Background: an optimization exercise with open tools, aiming at small area, a short achievable clock period and few clock cycles. Do not read the settings as production practice. The RTL was checked by simulation tests, not by an equivalence proof against the original design.

### flow/config.mk
export PLATFORM = sky130hd
export DESIGN_NAME = lz4i_pixser
export DESIGN_NICKNAME = lz4i_pixser
export VERILOG_FILES = /design/flow/design.v
export SDC_FILE = /design/flow/constraint.sdc
export NUM_CORES = 4
export LEC_CHECK = 0
export CAP_MARGIN = 20
export CORE_MARGIN = 2
export CORE_UTILIZATION = 40
export PLACE_DENSITY = 0.6
export SLEW_MARGIN = 20
### flow/constraint.sdc
create_clock -name core_clock -period 11.0 [get_ports {clk}]
set_input_delay 2.2000 -clock core_clock [delete_from_list [all_inputs] [get_ports {clk}]]
set_output_delay 2.2000 -clock core_clock [all_outputs]
set_load 0.01 [all_outputs]
### flow/design.v
module lz4i_pixser (
    input  wire        clk,
    input  wire        rst,           
    input  wire        cmd_valid,
    output wire        cmd_ready,
    input  wire [7:0]  cmd_word,      
    input  wire [31:0] cmd_width,     
    input  wire [31:0] cmd_height,    
    input  wire [7:0]  cmd_bpp,
    input  wire [7:0]  cmd_planes,
    input  wire        in_valid,
    output wire        in_ready,
    input  wire [7:0]  in_data,
    output wire        out_valid,
    input  wire        out_ready,
    output wire [7:0]  out_data,
    output wire        done,
    output wire [7:0]  done_err,
    output wire [31:0] done_stride,
    output wire [63:0] done_psize
);
    localparam [7:0] CMD_STRIDE = 8'h01;
    localparam [7:0] CMD_PACK   = 8'h02;
    localparam [7:0] CMD_UNPACK = 8'h03;
    localparam [7:0] E_OK      = 8'd0;
    localparam [7:0] E_DIM     = 8'd1;
    localparam [7:0] E_DEPTH   = 8'd2;
    localparam [7:0] E_ILLEGAL = 8'd7;
    localparam [7:0] E_RANGE   = 8'd9;
    localparam [2:0] S_IDLE  = 3'd0;
    localparam [2:0] S_CHECK = 3'd1;
    localparam [2:0] S_SIZE  = 3'd2;
    localparam [2:0] S_RUN   = 3'd3;
    localparam [2:0] S_FLUSH = 3'd4;
    localparam [2:0] S_DONE  = 3'd5;
    reg [2:0]  state;
    reg [7:0]  op;
    reg [31:0] w;
    reg [31:0] h;
    reg [7:0]  bpp;
    reg [7:0]  planes;
    reg [4:0]  dep;        
    reg [7:0]  err;
    reg [31:0] stride;
    reg [33:0] rowb;
    reg [63:0] psize;
    wire d1  = (dep == 5'd1);
    wire d2  = (dep == 5'd2);
    wire d4  = (dep == 5'd4);
    wire d16 = (dep == 5'd16);
    wire d24 = (dep == 5'd24);
    wire sub = d1 | d2 | d4;
    wire [15:0] d_full = bpp * planes;
    wire        d_ok   = (d_full == 16'd1) || (d_full == 16'd2) || (d_full == 16'd4) ||
                         (d_full == 16'd8) || (d_full == 16'd16) || (d_full == 16'd24);
    wire        dim_bad = w[31] || (w == 32'd0) || h[31] || (h == 32'd0);
    reg [7:0]  chk_err;
    reg [31:0] chk_stride;
    reg [33:0] chk_rowb;
    always @(*) begin
        if (op != CMD_STRIDE && op != CMD_PACK && op != CMD_UNPACK)
            chk_err = E_ILLEGAL;
        else if (dim_bad)
            chk_err = E_DIM;
        else if (!d_ok)
            chk_err = E_DEPTH;
        else if (op == CMD_PACK && d_full == 16'd16)
            chk_err = E_DEPTH;
        else
            chk_err = E_OK;
        case (d_full)
            16'd1: begin
                chk_stride = (w + 32'd7) & ~32'd7;
                chk_rowb   = {2'b00, (w + 32'd7) >> 3};
            end
            16'd2: begin
                chk_stride = (w + 32'd3) & ~32'd3;
                chk_rowb   = {2'b00, (w + 32'd3) >> 2};
            end
            16'd4: begin
                chk_stride = (w + 32'd1) & ~32'd1;
                chk_rowb   = {2'b00, (w + 32'd1) >> 1};
            end
            16'd16: begin
                chk_stride = w;
                chk_rowb   = {2'b00, w} * 34'd2;
            end
            16'd24: begin
                chk_stride = w;
                chk_rowb   = {2'b00, w} * 34'd3;
            end
            default: begin
                chk_stride = w;
                chk_rowb   = {2'b00, w};
            end
        endcase
    end
    reg [31:0] x;          
    reg [31:0] y;          
    reg [1:0]  c;          
    reg [7:0]  acc;        
    reg [7:0]  hi;         
    reg        have;       
    reg        bad;        
    reg        ov;         
    reg [7:0]  od;         
    reg        done_r;
    wire is_pack   = (op == CMD_PACK);
    wire out_free  = !ov || out_ready;
    wire last_col  = (x == w - 32'd1);
    wire last_row  = (y == h - 32'd1);
    wire last_samp = d24 ? (c == 2'd2) : 1'b1;
    wire [2:0] bitpos = d1 ? x[2:0] : d2 ? {x[1:0], 1'b0} : {x[0], 2'b00};
    wire       grp_end = d1 ? (x[2:0] == 3'd7) : d2 ? (x[1:0] == 2'd3) : x[0];
    wire [7:0] dmask = d1 ? 8'h01 : d2 ? 8'h03 : 8'h0F;
    wire [7:0] samp_sh = (in_data & dmask) << bitpos;
    wire       samp_bad = (in_data & ~dmask) != 8'h00;
    wire [7:0] unp_px = (acc >> bitpos) & dmask;
    wire [4:0]  g5 = acc[4:0];
    wire [5:0]  b6 = {hi[2:0], acc[7:5]};
    wire [4:0]  r5 = hi[7:3];
    wire [12:0] r_mul = r5 * 8'd255;
    wire [13:0] b_mul = b6 * 8'd255;
    wire [12:0] g_mul = g5 * 8'd255;
    wire [7:0]  r8 = r_mul / 13'd31;
    wire [7:0]  b8 = b_mul / 14'd63;
    wire [7:0]  g8 = g_mul / 13'd31;
    reg in_rdy;
    always @(*) begin
        in_rdy = 1'b0;
        if (state == S_RUN) begin
            if (is_pack)
                in_rdy = out_free;
            else if (sub || d16)
                in_rdy = !have;
            else
                in_rdy = out_free;
        end
    end
    wire take = in_valid && in_rdy;
    wire [31:0] x_nx = last_col ? 32'd0 : x + 32'd1;
    wire [31:0] y_nx = last_col ? y + 32'd1 : y;
    always @(posedge clk) begin
        if (rst) begin
            state  <= S_IDLE;
            ov     <= 1'b0;
            done_r <= 1'b0;
            have   <= 1'b0;
        end else begin
            done_r <= 1'b0;
            if (ov && out_ready)
                ov <= 1'b0;
            case (state)
                S_IDLE: begin
                    if (cmd_valid) begin
                        op     <= cmd_word;
                        w      <= cmd_width;
                        h      <= cmd_height;
                        bpp    <= cmd_bpp;
                        planes <= cmd_planes;
                        state  <= S_CHECK;
                    end
                end
                S_CHECK: begin
                    err    <= chk_err;
                    stride <= chk_stride;
                    rowb   <= chk_rowb;
                    dep    <= d_full[4:0];
                    state  <= S_SIZE;
                end
                S_SIZE: begin
                    psize <= rowb * h;
                    x     <= 32'd0;
                    y     <= 32'd0;
                    c     <= 2'd0;
                    acc   <= 8'd0;
                    have  <= 1'b0;
                    bad   <= 1'b0;
                    if (err != E_OK || op == CMD_STRIDE)
                        state <= S_DONE;
                    else
                        state <= S_RUN;
                end
                S_RUN: begin
                    if (is_pack) begin
                        if (take) begin
                            if (sub) begin
                                if (samp_bad)
                                    bad <= 1'b1;
                                if (grp_end || last_col) begin
                                    ov  <= 1'b1;
                                    od  <= acc | samp_sh;
                                    acc <= 8'd0;
                                end else begin
                                    acc <= acc | samp_sh;
                                end
                            end else begin
                                ov <= 1'b1;
                                od <= in_data;
                            end
                            if (last_samp) begin
                                c <= 2'd0;
                                x <= x_nx;
                                y <= y_nx;
                                if (last_col && last_row)
                                    state <= S_FLUSH;
                            end else begin
                                c <= c + 2'd1;
                            end
                        end
                    end else if (sub) begin
                        if (take) begin
                            acc  <= in_data;
                            have <= 1'b1;
                        end else if (have && out_free) begin
                            ov <= 1'b1;
                            od <= unp_px;
                            if (grp_end || last_col)
                                have <= 1'b0;
                            x <= x_nx;
                                y <= y_nx;
                            if (last_col && last_row)
                                state <= S_FLUSH;
                        end
                    end else if (d16) begin
                        if (take) begin
                            if (c == 2'd0) begin
                                acc <= in_data;
                                c   <= 2'd1;
                            end else begin
                                hi   <= in_data;
                                c    <= 2'd0;
                                have <= 1'b1;
                            end
                        end else if (have && out_free) begin
                            ov <= 1'b1;
                            if (c == 2'd0) begin
                                od <= r8;
                                c  <= 2'd1;
                            end else if (c == 2'd1) begin
                                od <= b8;
                                c  <= 2'd2;
                            end else begin
                                od   <= g8;
                                c    <= 2'd0;
                                have <= 1'b0;
                                x <= x_nx;
                                y <= y_nx;
                                if (last_col && last_row)
                                    state <= S_FLUSH;
                            end
                        end
                    end else begin
                        if (take) begin
                            ov <= 1'b1;
                            od <= in_data;
                            if (last_samp) begin
                                c <= 2'd0;
                                x <= x_nx;
                                y <= y_nx;
                                if (last_col && last_row)
                                    state <= S_FLUSH;
                            end else begin
                                c <= c + 2'd1;
                            end
                        end
                    end
                end
                S_FLUSH: begin
                    if (!ov || out_ready) begin
                        if (is_pack && bad)
                            err <= E_RANGE;
                        state <= S_DONE;
                    end
                end
                S_DONE: begin
                    done_r <= 1'b1;
                    state  <= S_IDLE;
                end
                default: state <= S_IDLE;
            endcase
        end
    end
    assign cmd_ready   = (state == S_IDLE);
    assign in_ready    = in_rdy;
    assign out_valid   = ov;
    assign out_data    = od;
    assign done        = done_r;
    assign done_err    = err;
    assign done_stride = stride;
    assign done_psize  = psize;
endmodule
### flow/run.sh
#!/bin/bash
# synth_recipe.tcl (not shown) runs the flow's synth.tcl, then flattens the netlist and writes it again
# the make line also repeats each setting of config.mk as NAME=value (left out here)
make -C /OpenROAD-flow-scripts/flow DESIGN_CONFIG=/design/flow/config.mk WORK_HOME=/design/flow/orfs CLKGATE_MAP_FILE= SYNTH_SCRIPT=/design/flow/synth_recipe.tcl finish
==> run notes <==
* RSZ-0062 raised after global routing: no
* GRT Total Usage at between 20% and 30%
* # IOs at between 200 and 250
* Initial antenna violation count at 9
* Vias/cell at between 5 and 6
* CTS Buf Count at between 40 and 50
* Total of max-cap violations at 0
* Final Critical Period at about 10000 ps
* Slowest cell on crit path: a211oi_1
* Cells after Synth at between 7000 and 8000
* Worst Hold Class: flip-flop to flip-flop
* Top-count cell post-synth: inv_1
* DR iter-0 viols at just over 4000
* Clock sink count at between 300 and 400
* Worst reg2reg path endpoint: psize[63]
* Max_slew headroom at 23.27%
* Outcome: complete, no violations
* Routed Antenna Nets at 0
* Nets at roughly 8600
* Final worst setup slack at approximately 560 ps
* Endpoints failing setup at 0
* Highest clock rate at 95.80 MHz
* Clk latency of the worst-skew pair at about 670 ps
* Post-CTS Hold Fix Bufs at 0
* Top FF cell, synth: edfxtp_1
* Top post-synthesis cells by count: inv_1 (1205), nand2_1 (1133), fa_1 (1029), ha_1 (441), nor2_1 (358)
* Vias post-DR at 49710
* R2R cell count at 36
* Initial Util at 40.35%
* Sum of buffers and inverters on the critical path at 9
* CTS tree: yes
* Clk slew on worst S/H paths at roughly 60 ps
* Worst Setup Start Kind: flip-flop
* Data arrival time of the critical path at 10830 ps
* Ys async rst share at 0%
* H-tree depth at 2
* Critical R2R Launch: h[3]
* CP Depth at 36
* Crit path max-delay family: adder cells
* Deepest clock path buffer count at 3
* Width of the chip at 398.4 um
* # rows at between 100 and 150
* Critical Path End Type: flip-flop
* Worst-Margin Slew at between 1000 and 1500 ps
* Wire length per cell at 21.24 um
* Post-synth cell types at roughly 110
* Crit path capture: psize[63]
* Post-detailed-routing wire length at a little under 200000 um
* Vias in the first global route at between 50000 and 60000
* Warnings, synthesis at 1
* CP Launch Point: h[3]
* Seq/Total Area, Yosys at 15.54%
* Flops & latches, synth at 324
* Top cell type's share of synthesized area at between 30% and 40%
* TritonRoute pass-1 iters at 8
* Syn Area/Cell at between 8 and 9 um^2
* Pre-CTS WS at about 480 ps
* Post-synth top area cell: fa_1
* Global-route wire length before repair at approximately 300000 um
* Final Max Tran Viols at 0
* Area Overhead vs Synth at 9.659%
* Die extent in y at 398.4 um
* Placed wire-length estimate at roughly 150000 um
* Die area at 0.1587 mm^2
* Slowest stage delay, CP at approximately 600 ps
* Remaining DRCs at 0
* Setup tns final at 0 ps
* Number of synthesized flops with an enable pin at 318
* Largest net degree at the start of global routing at 65
* Worst reg2reg setup slack at approximately 560 ps
* Synth area leaders: fa_1 (33%), edfxtp_1 (15%), ha_1 (8.9%)
* Root Buffer: clkbuf_16
* CP Class: flip-flop to flip-flop
* Clk_skew at approximately 42 ps
* Placeable Area at between 0.15 and 0.2 mm^2
* Layout cell share with drive strength beyond 1 at 3.992%
* Final Hold Fails at 0
* Hold path start: have
* PortBufs at between 200 and 250
* Mapped cell area at about 0.062 mm^2
* Post-DP Area at approximately 0.067 mm^2
* Worst Path Max Fanout at between 40 and 50
* Placer congestion estimate at 0.9455
* Grt total ovfl at 0
* Final worst-path cycle share at 94.90%
* Cell area after layout at between 0.06 and 0.07 mm^2
* Worst EP required at approximately 11000 ps
cell families after synthesis:
group / synth area share [%]
compound gates: 9.458
xor+xnor: 5.232
fa+ha+maj: 42.08
buf+inv: 9.434
flops: 15.54
mux: 0.6092
other cells: 0.006026
simple gates: 17.64
layout make-up:
class / count / area (um^2)
sequential: 324 / 9669
antenna: 1 / 2.502
clock inverter: 30 / 319.1
multi-input combinational: 5127 / 46790
timing repair buffer: 340 / 3118
tap: 2044 / 2557
fill: 15150 / 85990
inverter: 1211 / 4546
clock buffer: 57 / 1235
per-layer routing:
| metal | share of wire [%] | track usage, % | vias up |
|---|---|---|---|
| li1 | - | - | 22430 |
| met1 | 42 | 33.46 | 25010 |
| met2 | 45 | 39.43 | 1936 |
| met3 | 8.4 | 5.294 | 330 |
| met4 | 3.9 | 8.538 | 6 |
| met5 | 0.018 | 0 | - |
per-stage QoR:
step	std cells	hold WS (ps)	util, %
after floorplan	7005	487.1	-
after global placement	9039	516.6	43.18
after detailed placement	9040	523.8	43.19
after CTS	9127	544.1	44.20
after global routing	9134	625.6	44.25
final	9134	551.1	44.25
worst min-delay path by stage:
stage                end  slack, ps  cells past startpoint
global route        have        630                      2
floorplan           have        490                      2
global placement    have        520                      2
finish              have        550                      2
detailed placement  have        520                      2
CTS                 have        540                      2
layout by cell type (no fill, tap or decap), types with 21 or more instances in the layout:
cell and instances:
nor4_1 41, fa_1 1029, a2111oi_0 21, nand3_1 108, and2_1 309, ha_1 441, edfxtp_1 318, xnor2_1 270
o211ai_1 34, o22ai_1 29, nor2b_1 33, o21bai_1 26, a31oi_1 37, nor3_1 92, inv_1 1205, nand2b_1 45
nor2_1 354, a21oi_1 208, a211oi_1 33, buf_4 124, o21a_1 27, mux2i_1 27, a21o_1 47, and3_1 66
nand4_1 45, xor2_1 98, or2_2 22, nand2_1 1133, or3_1 40, clkbuf_16 48, clkdlybuf4s50_1 212, o21ai_0 185
flip-flops by register name, indices dropped and copies added, names as in the netlist:
| name | count |
|---|---|
| y | 32 |
| c | 2 |
| acc | 8 |
| bad | 1 |
| err | 4 |
| bpp | 8 |
| x | 32 |
| psize | 64 |
| h | 32 |
| done_r | 1 |
| rowb | 34 |
| hi | 8 |
| stride | 32 |
| state | 3 |
| od | 8 |
| op | 8 |
| planes | 8 |
| dep | 5 |
| w | 32 |
| have | 1 |
| ov | 1 |
tightest hold or removal path, cell delays in order (launching register included):
cell,delay [ps]
dfxtp_1,360
a22oi_1,80
nor2_1,80
what timing repair did:
action / CTS / global route
endpoints found under the setup margin: 0 / 9
gates resized for setup: 0 / 1
buffers inserted: 0 / 4
Testbench counts, summed over its fixed seeds: cycles 119,159.

re-timing with driven ports:
How much do the figures lean on ideal ports? The routed layout below was timed once more, with nothing changed but the port constraints. Step 1 sets driving cells, clkbuf_16 on the clock port and buf_2 on the other inputs (assumed; they add their load-dependent delay and slew). Step 2 adds t to the input delays and takes it off the output delays; t is the mean of the earliest and latest rising clock arrival at the registers after step 1. Input paths then give back, and output paths get back, about the clock's delay inside the block. Slacks: ideal / step 1 / step 2; pairs: ideal / step 1.
t, ns: 0.732
setup slack, ns: 0.561 / 0.561 / 0.561
worst setup path after step 2: register to register
cell pins on the clock port's net: 1
After both steps setup and hold are still met in this run. The setup slack of this run moves by 0.000 ns with the drivers and by 0.000 ns with both steps.
